Context: an optimization exercise on an open-source flow, tuned for small area. The choices shown serve that exercise and are no tape-out recipe.
Function was checked by simulation only, so behaviour that the tests miss may differ from the original.
Power is estimated from default activity; no workload was simulated.

==> run a: inputs <==
## labibus_core
module labibus_core (
    input  wire         clk,
    input  wire         rst,
    input  wire         host_valid,
    output wire         host_ready,
    input  wire [1:0]   host_op,
    input  wire [7:0]   host_id,
    input  wire [15:0]  host_poll,
    input  wire [127:0] host_desc,
    input  wire [4:0]   host_desc_len,
    input  wire [63:0]  host_unit,
    input  wire [3:0]   host_unit_len,
    input  wire [31:0]  host_value,
    input  wire         rx_valid,
    input  wire [7:0]   rx_data,
    output wire         rx_ready,
    input  wire         turn_elapsed,
    input  wire         settle_elapsed,
    output wire         tx_valid,
    output reg  [7:0]   tx_data,
    input  wire         tx_ready,
    output wire         txc_clr,
    input  wire         txc,
    output reg          de,
    output reg          de_oe,
    output reg          uart_cfg_valid
);
clock: 20.0 ns
lec_check: 0
cap_margin: 20
core_margin: 2
core_utilization: 55
cts_buf_list: sky130_fd_sc_hd__clkbuf_4 sky130_fd_sc_hd__clkbuf_8
cts_cluster_diameter: 50
cts_cluster_size: 20
place_density: 0.7
slew_margin: 20
run.sh (not shown) runs the stock make flow with config.mk's settings and CLKGATE_MAP_FILE= SYNTH_SCRIPT=/design/flow/synth_recipe.tcl, a recipe that flattens the netlist after the stock synthesis.
==> inputs of run b, as changes to run a <==
--- a/flow/design.v
+++ b/flow/design.v
@@ -65,21 +65,29 @@
                 c = c[0] ? ((c >> 1) ^ 16'hA001) : (c >> 1);
             crc16_step = c;
         end
     endfunction
     function [3:0] hex_to_val(input [7:0] c);
         begin
-            if (c >= 8'h30 && c <= 8'h39)      hex_to_val = c[3:0];
-            else if (c >= 8'h41 && c <= 8'h46) hex_to_val = c[3:0] + 4'd9;
-            else if (c >= 8'h61 && c <= 8'h66) hex_to_val = c[3:0] + 4'd9;
-            else                               hex_to_val = 4'd0;
+            if (c[7:4] == 4'h3 && (!c[3] || c[2:1] == 2'b00))
+                hex_to_val = c[3:0];
+            else if ((c[7:4] == 4'h4 || c[7:4] == 4'h6) && !c[3] && c[2:0] != 3'd0 && c[2:0] != 3'd7)
+                hex_to_val = {1'b1, c[2:0] == 3'd3 || c[2:0] == 3'd4 || c[2:0] == 3'd5 || c[2:0] == 3'd6,
+                              c[2:0] == 3'd1 || c[2:0] == 3'd2 || c[2:0] == 3'd5 || c[2:0] == 3'd6,
+                              c[2:0] == 3'd2 || c[2:0] == 3'd4 || c[2:0] == 3'd6};
+            else
+                hex_to_val = 4'd0;
         end
     endfunction
     function [7:0] val_to_hex(input [3:0] v);
         begin
-            val_to_hex = (v <= 4'd9) ? {4'h3, v} : {5'b01100, v[2:0] - 3'd1};
+            val_to_hex = (v[3] && (v[2] || v[1])) ?
+                         {5'b01100, v[2:0] == 3'd5 || v[2:0] == 3'd6 || v[2:0] == 3'd7,
+                                    v[2:0] == 3'd3 || v[2:0] == 3'd4 || v[2:0] == 3'd7,
+                                    v[2:0] == 3'd2 || v[2:0] == 3'd4 || v[2:0] == 3'd6} :
+                         {4'h3, v};
         end
     endfunction
     function needs_escape(input [7:0] b);
         begin
             needs_escape = (b < 8'h20) || (b >= 8'h7F) || (b == 8'h21) ||
                            (b == 8'h3F) || (b == 8'h7C) || (b == 8'h5C);
@@ -89,21 +97,20 @@
     reg [5:0]  c1;           
     reg [5:0]  c2;           
     reg [3:0]  n_occ;        
     reg [7:0]  m;            
     reg [4:0]  fa_n;
     reg [15:0] crc;          
-    reg [7:0]  rid;
+    reg [7:0]  rid;          
     reg        r_poll;
     reg        r_ok;
     reg [39:0] bcd;
     reg [5:0]  lowpos;
     reg        neg;
     reg        pass2;
     reg        started;
-    reg [7:0]  cb;
     reg [4:0]  a;
     reg [1:0]  sub;
     reg [5:0]  bc;
     wire [31:0] mh_all;      
     wire [7:0]  bh_all;      
     wire [7:0]  we_m;
@@ -120,13 +127,19 @@
                 wr <= {(we_b[gs] ? wbit : wr[0]), wr[55:1]};
             end
             assign mh_all[4*gs +: 4] = tr[3:0];
             assign bh_all[gs]        = wr[0];
         end
     endgenerate
-    wire [7:0] occ = (n_occ[3] ? 8'hFF : ((8'h01 << n_occ[2:0]) - 8'h01));
+    wire [7:0] occ;
+    genvar go;
+    generate
+        for (go = 0; go < 8; go = go + 1) begin : occd
+            assign occ[go] = (n_occ > go);
+        end
+    endgenerate
     wire [7:0] hit = m & occ;
     wire       any_hit = |hit;
     reg  [2:0] hit_idx;
     integer k;
     always @(*) begin
         hit_idx = 3'd0;
@@ -139,13 +152,13 @@
     wire       key      = hostmode ? host_id[c2[2:0]] : rid[c2[2:0]];
     wire       found_lookup = any_hit && !key7;
     wire       found_find   = any_hit || !n_occ[3];
     wire [3:0] mh_sel = mh_all[4*sel +: 4];
     wire       bh_sel = bh_all[sel];
     wire [191:0] hcat = {host_unit, host_desc};
-    wire [3:0]   hnib = hcat[4*c1 +: 4];
+    wire [3:0]   hnib = hcat[4*{c1[5:1], ~c1[0]} +: 4];    
     wire         hkeep = c1[5] ? ({1'b0, c1[3:1]} < host_unit_len)
                                : ({1'b0, c1[4:1]} < host_desc_len);
     assign wnib = hkeep ? hnib : 4'h0;
     reg sbit;
     always @(*) begin
         if (c2 < 6'd16)       sbit = host_poll[~c2[3:0]];
@@ -173,50 +186,72 @@
     wire [3:0] rx_hex = hex_to_val(rx_data);
     reg  [1:0] nib_idx;
     always @(*) nib_idx = (st == S_IDLE) ? (fa_n[1:0] + 2'd2) : sub;
     wire [3:0] crc_nib = crc[4*(3 - nib_idx) +: 4];
     wire [3:0] dig    = bcd[39:36];
     wire       skip   = !started && (dig == 4'd0) && (a > (r_poll ? 5'd6 : 5'd0));
+    wire [7:0] cb     = rid;
     wire       cb_end = (cb == 8'h00);
     wire       cb_esc = needs_escape(cb);
     assign tx_valid = (st == S_SYNC) || (st == S_BANG) || (st == S_IDH) || (st == S_IDL) ||
                       (st == S_COLON) || (st == S_OP) || (st == S_SIGN) ||
                       ((st == S_DIG) && !skip) || (st == S_DOT) || (st == S_BAR1) ||
                       (st == S_CHR) || (st == S_E1) || (st == S_E2) || (st == S_BAR) ||
                       (st == S_CRC) || (st == S_CR) || (st == S_LF);
     assign txc_clr  = tx_valid && tx_ready;
     wire   tx_fire  = tx_valid && tx_ready;
     wire   body_fire = tx_fire && (st != S_SYNC) && (st != S_CRC) &&
                        (st != S_CR) && (st != S_LF);
+    reg [3:0] hex_nib;
+    always @(*) begin
+        case (st)
+            S_IDH:   hex_nib = rid[7:4];
+            S_IDL:   hex_nib = rid[3:0];
+            S_E1:    hex_nib = cb[7:4];
+            S_E2:    hex_nib = cb[3:0];
+            default: hex_nib = crc_nib;
+        endcase
+    end
     always @(*) begin
         case (st)
             S_SYNC:  tx_data = 8'hFF;
             S_BANG:  tx_data = 8'h21;
-            S_IDH:   tx_data = val_to_hex(rid[7:4]);
-            S_IDL:   tx_data = val_to_hex(rid[3:0]);
+            S_IDH, S_IDL, S_E1, S_E2, S_CRC: tx_data = val_to_hex(hex_nib);
             S_COLON: tx_data = 8'h3A;
             S_OP:    tx_data = r_poll ? 8'h50 : 8'h44;
             S_SIGN:  tx_data = 8'h2D;
             S_DIG:   tx_data = {4'h3, dig};
             S_DOT:   tx_data = 8'h2E;
             S_CHR:   tx_data = cb_end ? 8'h7C : (cb_esc ? 8'h5C : cb);
-            S_E1:    tx_data = val_to_hex(cb[7:4]);
-            S_E2:    tx_data = val_to_hex(cb[3:0]);
-            S_CRC:   tx_data = val_to_hex(crc_nib);
             S_CR:    tx_data = 8'h0D;
             S_LF:    tx_data = 8'h0A;
             default: tx_data = 8'h7C;    
         endcase
     end
     wire [15:0] crc_next = crc16_step((st == S_IDLE) ? rx_data : tx_data, crc);
+    function [3:0] add3(input [3:0] x, input en);
+        begin
+            if (!en)
+                add3 = x;
+            else begin
+                add3[3] = x[3] | (x[2] & (x[1] | x[0]));
+                add3[2] = (x[3] & x[0]) | (x[2] & ~x[1] & ~x[0]);
+                add3[1] = (x[3] & ~x[0]) | (~x[2] & x[1]) | (x[1] & x[0]);
+                add3[0] = (x[3] & ~x[0]) | (~x[3] & ~x[2] & x[0]) | (x[2] & x[1] & ~x[0]);
+            end
+        end
+    endfunction
+    wire       adj_en = (st == S_CV);
     reg [39:0] bcd_adj;
     integer d;
     always @(*) begin
         for (d = 0; d < 10; d = d + 1)
-            bcd_adj[4*d +: 4] = (bcd[4*d +: 4] >= 4'd5) ? bcd[4*d +: 4] + 4'd3 : bcd[4*d +: 4];
+            bcd_adj[4*d +: 4] = add3(bcd[4*d +: 4], adj_en);
     end
+    wire       dd_in = r_poll ? (bh_sel ^ (neg && (c2 < lowpos))) : bh_sel;
+    wire [39:0] bcd_sh = {bcd_adj[38:0], adj_en & dd_in};
     always @(posedge clk) begin
         uart_cfg_valid <= 1'b0;
         c1 <= (c1 == 6'd47) ? 6'd0 : c1 + 6'd1;
         c2 <= c2_last ? 6'd0 : c2 + 6'd1;
         if (rst) begin
             st    <= S_IDLE;
@@ -293,21 +328,21 @@
                     end else begin
                         st <= S_IDLE;
                     end
                 end
                 S_CV: begin
                     if (!r_poll) begin
-                        if (c2 < 6'd16) bcd <= {bcd_adj[38:0], bh_sel};
+                        if (c2 < 6'd16) bcd <= bcd_sh;
                         if (c2 == 6'd15) st <= S_WS;
                     end else if (c2 >= 6'd16 && c2 < 6'd48) begin
                         if (!pass2) begin
                             if (c2 == 6'd16) neg <= bh_sel;
                             if (c2 == 6'd16 || bh_sel) lowpos <= c2;
                             if (c2 == 6'd47) pass2 <= 1'b1;
                         end else begin
-                            bcd <= {bcd_adj[38:0], bh_sel ^ (neg && (c2 < lowpos))};
+                            bcd <= bcd_sh;
                             if (c2 == 6'd47) st <= S_WS;
                         end
                     end
                 end
                 S_WS: if (settle_elapsed) st <= S_SYNC;
                 S_SYNC:  if (tx_fire) st <= S_BANG;
@@ -331,29 +366,29 @@
                         else if (r_poll && a == 5'd6)  st <= S_DOT;
                         else                           st <= S_DSH;
                     end
                 end
                 S_DOT:   if (tx_fire) st <= S_DSH;
                 S_DSH: begin
-                    bcd <= {bcd[38:0], 1'b0};
+                    bcd <= bcd_sh;
                     sub <= sub + 2'd1;
                     if (sub == 2'd3) begin
                         a  <= a - 5'd1;
                         st <= S_DIG;
                     end
                 end
                 S_BAR1:  if (tx_fire) begin
                     a  <= 5'd0;
                     st <= r_poll ? S_CRC : S_F0;
                 end
                 S_F0: if (c1 == {a, 1'b0}) begin
-                    cb[3:0] <= mh_sel;
+                    rid     <= {rid[3:0], mh_sel};
                     st      <= S_F1;
                 end
                 S_F1: begin
-                    cb[7:4] <= mh_sel;
+                    rid     <= {rid[3:0], mh_sel};
                     st      <= S_CHR;
                 end
                 S_CHR: if (tx_fire) begin
                     if (cb_end) begin
                         if (a[4]) st <= S_CRC;
                         else begin a <= 5'd16; st <= S_F0; end
==> flow/flow/run.sh (new file) <==
#!/bin/bash
# Standard layout, with two changes: the port buffers are the smallest
# buffer cell, and clock tree synthesis inserts no dummy loads.
set -euo pipefail
export BUFFER_PORTS_ARGS="-buffer_cell sky130_fd_sc_hd__buf_1"
export CTS_ARGS="-sink_clustering_enable -repair_clock_nets -dont_use_dummy_load -sink_clustering_size 20 -sink_clustering_max_diameter 50 -buf_list {sky130_fd_sc_hd__clkbuf_4 sky130_fd_sc_hd__clkbuf_8}"
bash standard.sh > standard_flow.log 2>&1
==> flow/standard.sh (new file) <==
#!/bin/bash
# synth_recipe.tcl (not shown) runs the flow's synth.tcl, then flattens the netlist and writes it again
# the make line also repeats each setting of config.mk as NAME=value (left out here)
make -C /OpenROAD-flow-scripts/flow DESIGN_CONFIG=/design/flow/config.mk WORK_HOME=/design/flow/orfs CLKGATE_MAP_FILE= SYNTH_SCRIPT=/design/flow/synth_recipe.tcl "${@:-finish}"
Settings changed: CORE_UTILIZATION 55 to 45, PLACE_DENSITY 0.7 to 0.65.
removed: flow/run.sh
==> inputs of run c, as changes to run a <==
--- a/flow/design.v
+++ b/flow/design.v
@@ -65,21 +65,29 @@
                 c = c[0] ? ((c >> 1) ^ 16'hA001) : (c >> 1);
             crc16_step = c;
         end
     endfunction
     function [3:0] hex_to_val(input [7:0] c);
         begin
-            if (c >= 8'h30 && c <= 8'h39)      hex_to_val = c[3:0];
-            else if (c >= 8'h41 && c <= 8'h46) hex_to_val = c[3:0] + 4'd9;
-            else if (c >= 8'h61 && c <= 8'h66) hex_to_val = c[3:0] + 4'd9;
-            else                               hex_to_val = 4'd0;
+            if (c[7:4] == 4'h3 && (!c[3] || c[2:1] == 2'b00))
+                hex_to_val = c[3:0];
+            else if ((c[7:4] == 4'h4 || c[7:4] == 4'h6) && !c[3] && c[2:0] != 3'd0 && c[2:0] != 3'd7)
+                hex_to_val = {1'b1, c[2:0] == 3'd3 || c[2:0] == 3'd4 || c[2:0] == 3'd5 || c[2:0] == 3'd6,
+                              c[2:0] == 3'd1 || c[2:0] == 3'd2 || c[2:0] == 3'd5 || c[2:0] == 3'd6,
+                              c[2:0] == 3'd2 || c[2:0] == 3'd4 || c[2:0] == 3'd6};
+            else
+                hex_to_val = 4'd0;
         end
     endfunction
     function [7:0] val_to_hex(input [3:0] v);
         begin
-            val_to_hex = (v <= 4'd9) ? {4'h3, v} : {5'b01100, v[2:0] - 3'd1};
+            val_to_hex = (v[3] && (v[2] || v[1])) ?
+                         {5'b01100, v[2:0] == 3'd5 || v[2:0] == 3'd6 || v[2:0] == 3'd7,
+                                    v[2:0] == 3'd3 || v[2:0] == 3'd4 || v[2:0] == 3'd7,
+                                    v[2:0] == 3'd2 || v[2:0] == 3'd4 || v[2:0] == 3'd6} :
+                         {4'h3, v};
         end
     endfunction
     function needs_escape(input [7:0] b);
         begin
             needs_escape = (b < 8'h20) || (b >= 8'h7F) || (b == 8'h21) ||
                            (b == 8'h3F) || (b == 8'h7C) || (b == 8'h5C);
@@ -89,21 +97,20 @@
     reg [5:0]  c1;           
     reg [5:0]  c2;           
     reg [3:0]  n_occ;        
     reg [7:0]  m;            
     reg [4:0]  fa_n;
     reg [15:0] crc;          
-    reg [7:0]  rid;
+    reg [7:0]  rid;          
     reg        r_poll;
     reg        r_ok;
     reg [39:0] bcd;
     reg [5:0]  lowpos;
     reg        neg;
     reg        pass2;
     reg        started;
-    reg [7:0]  cb;
     reg [4:0]  a;
     reg [1:0]  sub;
     reg [5:0]  bc;
     wire [31:0] mh_all;      
     wire [7:0]  bh_all;      
     wire [7:0]  we_m;
@@ -120,13 +127,19 @@
                 wr <= {(we_b[gs] ? wbit : wr[0]), wr[55:1]};
             end
             assign mh_all[4*gs +: 4] = tr[3:0];
             assign bh_all[gs]        = wr[0];
         end
     endgenerate
-    wire [7:0] occ = (n_occ[3] ? 8'hFF : ((8'h01 << n_occ[2:0]) - 8'h01));
+    wire [7:0] occ;
+    genvar go;
+    generate
+        for (go = 0; go < 8; go = go + 1) begin : occd
+            assign occ[go] = (n_occ > go);
+        end
+    endgenerate
     wire [7:0] hit = m & occ;
     wire       any_hit = |hit;
     reg  [2:0] hit_idx;
     integer k;
     always @(*) begin
         hit_idx = 3'd0;
@@ -139,13 +152,13 @@
     wire       key      = hostmode ? host_id[c2[2:0]] : rid[c2[2:0]];
     wire       found_lookup = any_hit && !key7;
     wire       found_find   = any_hit || !n_occ[3];
     wire [3:0] mh_sel = mh_all[4*sel +: 4];
     wire       bh_sel = bh_all[sel];
     wire [191:0] hcat = {host_unit, host_desc};
-    wire [3:0]   hnib = hcat[4*c1 +: 4];
+    wire [3:0]   hnib = hcat[4*{c1[5:1], ~c1[0]} +: 4];    
     wire         hkeep = c1[5] ? ({1'b0, c1[3:1]} < host_unit_len)
                                : ({1'b0, c1[4:1]} < host_desc_len);
     assign wnib = hkeep ? hnib : 4'h0;
     reg sbit;
     always @(*) begin
         if (c2 < 6'd16)       sbit = host_poll[~c2[3:0]];
@@ -173,50 +186,72 @@
     wire [3:0] rx_hex = hex_to_val(rx_data);
     reg  [1:0] nib_idx;
     always @(*) nib_idx = (st == S_IDLE) ? (fa_n[1:0] + 2'd2) : sub;
     wire [3:0] crc_nib = crc[4*(3 - nib_idx) +: 4];
     wire [3:0] dig    = bcd[39:36];
     wire       skip   = !started && (dig == 4'd0) && (a > (r_poll ? 5'd6 : 5'd0));
+    wire [7:0] cb     = rid;
     wire       cb_end = (cb == 8'h00);
     wire       cb_esc = needs_escape(cb);
     assign tx_valid = (st == S_SYNC) || (st == S_BANG) || (st == S_IDH) || (st == S_IDL) ||
                       (st == S_COLON) || (st == S_OP) || (st == S_SIGN) ||
                       ((st == S_DIG) && !skip) || (st == S_DOT) || (st == S_BAR1) ||
                       (st == S_CHR) || (st == S_E1) || (st == S_E2) || (st == S_BAR) ||
                       (st == S_CRC) || (st == S_CR) || (st == S_LF);
     assign txc_clr  = tx_valid && tx_ready;
     wire   tx_fire  = tx_valid && tx_ready;
     wire   body_fire = tx_fire && (st != S_SYNC) && (st != S_CRC) &&
                        (st != S_CR) && (st != S_LF);
+    reg [3:0] hex_nib;
+    always @(*) begin
+        case (st)
+            S_IDH:   hex_nib = rid[7:4];
+            S_IDL:   hex_nib = rid[3:0];
+            S_E1:    hex_nib = cb[7:4];
+            S_E2:    hex_nib = cb[3:0];
+            default: hex_nib = crc_nib;
+        endcase
+    end
     always @(*) begin
         case (st)
             S_SYNC:  tx_data = 8'hFF;
             S_BANG:  tx_data = 8'h21;
-            S_IDH:   tx_data = val_to_hex(rid[7:4]);
-            S_IDL:   tx_data = val_to_hex(rid[3:0]);
+            S_IDH, S_IDL, S_E1, S_E2, S_CRC: tx_data = val_to_hex(hex_nib);
             S_COLON: tx_data = 8'h3A;
             S_OP:    tx_data = r_poll ? 8'h50 : 8'h44;
             S_SIGN:  tx_data = 8'h2D;
             S_DIG:   tx_data = {4'h3, dig};
             S_DOT:   tx_data = 8'h2E;
             S_CHR:   tx_data = cb_end ? 8'h7C : (cb_esc ? 8'h5C : cb);
-            S_E1:    tx_data = val_to_hex(cb[7:4]);
-            S_E2:    tx_data = val_to_hex(cb[3:0]);
-            S_CRC:   tx_data = val_to_hex(crc_nib);
             S_CR:    tx_data = 8'h0D;
             S_LF:    tx_data = 8'h0A;
             default: tx_data = 8'h7C;    
         endcase
     end
     wire [15:0] crc_next = crc16_step((st == S_IDLE) ? rx_data : tx_data, crc);
+    function [3:0] add3(input [3:0] x, input en);
+        begin
+            if (!en)
+                add3 = x;
+            else begin
+                add3[3] = x[3] | (x[2] & (x[1] | x[0]));
+                add3[2] = (x[3] & x[0]) | (x[2] & ~x[1] & ~x[0]);
+                add3[1] = (x[3] & ~x[0]) | (~x[2] & x[1]) | (x[1] & x[0]);
+                add3[0] = (x[3] & ~x[0]) | (~x[3] & ~x[2] & x[0]) | (x[2] & x[1] & ~x[0]);
+            end
+        end
+    endfunction
+    wire       adj_en = (st == S_CV);
     reg [39:0] bcd_adj;
     integer d;
     always @(*) begin
         for (d = 0; d < 10; d = d + 1)
-            bcd_adj[4*d +: 4] = (bcd[4*d +: 4] >= 4'd5) ? bcd[4*d +: 4] + 4'd3 : bcd[4*d +: 4];
+            bcd_adj[4*d +: 4] = add3(bcd[4*d +: 4], adj_en);
     end
+    wire       dd_in = r_poll ? (bh_sel ^ (neg && (c2 < lowpos))) : bh_sel;
+    wire [39:0] bcd_sh = {bcd_adj[38:0], adj_en & dd_in};
     always @(posedge clk) begin
         uart_cfg_valid <= 1'b0;
         c1 <= (c1 == 6'd47) ? 6'd0 : c1 + 6'd1;
         c2 <= c2_last ? 6'd0 : c2 + 6'd1;
         if (rst) begin
             st    <= S_IDLE;
@@ -293,21 +328,21 @@
                     end else begin
                         st <= S_IDLE;
                     end
                 end
                 S_CV: begin
                     if (!r_poll) begin
-                        if (c2 < 6'd16) bcd <= {bcd_adj[38:0], bh_sel};
+                        if (c2 < 6'd16) bcd <= bcd_sh;
                         if (c2 == 6'd15) st <= S_WS;
                     end else if (c2 >= 6'd16 && c2 < 6'd48) begin
                         if (!pass2) begin
                             if (c2 == 6'd16) neg <= bh_sel;
                             if (c2 == 6'd16 || bh_sel) lowpos <= c2;
                             if (c2 == 6'd47) pass2 <= 1'b1;
                         end else begin
-                            bcd <= {bcd_adj[38:0], bh_sel ^ (neg && (c2 < lowpos))};
+                            bcd <= bcd_sh;
                             if (c2 == 6'd47) st <= S_WS;
                         end
                     end
                 end
                 S_WS: if (settle_elapsed) st <= S_SYNC;
                 S_SYNC:  if (tx_fire) st <= S_BANG;
@@ -331,29 +366,29 @@
                         else if (r_poll && a == 5'd6)  st <= S_DOT;
                         else                           st <= S_DSH;
                     end
                 end
                 S_DOT:   if (tx_fire) st <= S_DSH;
                 S_DSH: begin
-                    bcd <= {bcd[38:0], 1'b0};
+                    bcd <= bcd_sh;
                     sub <= sub + 2'd1;
                     if (sub == 2'd3) begin
                         a  <= a - 5'd1;
                         st <= S_DIG;
                     end
                 end
                 S_BAR1:  if (tx_fire) begin
                     a  <= 5'd0;
                     st <= r_poll ? S_CRC : S_F0;
                 end
                 S_F0: if (c1 == {a, 1'b0}) begin
-                    cb[3:0] <= mh_sel;
+                    rid     <= {rid[3:0], mh_sel};
                     st      <= S_F1;
                 end
                 S_F1: begin
-                    cb[7:4] <= mh_sel;
+                    rid     <= {rid[3:0], mh_sel};
                     st      <= S_CHR;
                 end
                 S_CHR: if (tx_fire) begin
                     if (cb_end) begin
                         if (a[4]) st <= S_CRC;
                         else begin a <= 5'd16; st <= S_F0; end
==> flow/flow/run.sh (new file) <==
#!/bin/bash
# Standard layout, with two changes: the port buffers are the smallest
# buffer cell, and clock tree synthesis inserts no dummy loads.
set -euo pipefail
export BUFFER_PORTS_ARGS="-buffer_cell sky130_fd_sc_hd__buf_1"
export CTS_ARGS="-sink_clustering_enable -repair_clock_nets -dont_use_dummy_load -sink_clustering_size 24 -sink_clustering_max_diameter 30 -buf_list {sky130_fd_sc_hd__clkbuf_8}"
bash standard.sh > standard_flow.log 2>&1
==> flow/standard.sh (new file) <==
#!/bin/bash
# synth_recipe.tcl (not shown) runs the flow's synth.tcl, then flattens the netlist and writes it again
# the make line also repeats each setting of config.mk as NAME=value (left out here)
make -C /OpenROAD-flow-scripts/flow DESIGN_CONFIG=/design/flow/config.mk WORK_HOME=/design/flow/orfs CLKGATE_MAP_FILE= SYNTH_SCRIPT=/design/flow/synth_recipe.tcl "${@:-finish}"
Settings changed: CORE_UTILIZATION 55 to 60, CTS_BUF_LIST sky130_fd_sc_hd__clkbuf_4 sky130_fd_sc_hd__clkbuf_8 to default, CTS_CLUSTER_DIAMETER 50 to default, CTS_CLUSTER_SIZE 20 to default, PLACE_DENSITY 0.7 to 0.75.
removed: flow/run.sh
==> summary.txt <==
Pint: run c 5.47 mW; run a 5.24 mW; run b 5.11 mW
Detail Placement HPWL: run c 59,200 µm; run a 59,100 µm; run b 61,700 µm
Initial cell density of the core: run c 60.3%; run a 55.4%; run b 45.5%
Total number of placement rows: run c 108; run a 114; run b 124
Worst Reg-to-Reg Cells: run c 14; run a 16; run b 13
Result of the run: run c finished clean; run a failed layout checks; run b finished clean
Violated checks: run c -; run a antenna rules; run b -
X dimension of the die: run c 299 µm; run a 316 µm; run b 344 µm
R2R Setup Slk: run c 15,300 ps; run a 14,620 ps; run b 15,150 ps
Worst hold path endpoint: run c slot[7].tr[4]; run a slot[7].tr[6]; run b slot[3].tr[95]
Leakage power of the design: run c 22.1 nW; run a 23.4 nW; run b 21.5 nW
Peak fanout along the critical path: run c 9; run a 5; run b 4
Post-DRT Antenna Nets: run c 0; run a 1; run b 0
Sequential Power Share: run c 60.3%; run a 62.8%; run b 64.4%
Clock transition at the register clock pins on the worst setup and hold paths after CTS: run c 80 ps; run a 110 ps; run b 110 ps
Data arrival, critical path: run c 4900 ps; run a 5790 ps; run b 4870 ps
Final GP Congestion: run c 0.902; run a 0.926; run b 0.903
Antenna fix cells: run c 1; run a 11; run b 6
Clock network fraction of total power: run c 31.1%; run a 28.7%; run b 26.4%
Switching power of the nets: run c 1.61 mW; run a 1.57 mW; run b 1.51 mW

==> separate check: timing with driven ports <==
The results above use ideal ports. As a check the final layouts listed here were re-extracted and re-timed, cells and wires unchanged.
Step 1, drivers: a clkbuf_16 drives clk and a buf_2 each remaining input, both assumed.
Step 2 times the ports against the registers' clock, not the clock port: input delays grow and output delays shrink by t, the midpoint of the rising clock arrivals with the driver on.
Three values: ideal ports, drivers, drivers and shift; two values: the first two.
run	shift t [ns]	slack for setup (ns)	worst hold slack (ns)	worst register clock-pin slew, ns	worst data-port slew with drivers (ns)
run a	0.875	10.208 / 10.184 / 10.184	0.300 / 0.300 / 0.300	0.11 / 0.11	0.10
run b	0.832	11.126 / 11.090 / 11.090	0.228 / 0.228 / 0.228	0.11 / 0.11	0.10
run c	0.874	11.098 / 11.072 / 11.072	0.213 / 0.213 / 0.213	0.11 / 0.11	0.12
For run b, which loses most, drivers alone change the setup slack by -0.036 ns; drivers and shift together by -0.036 ns.
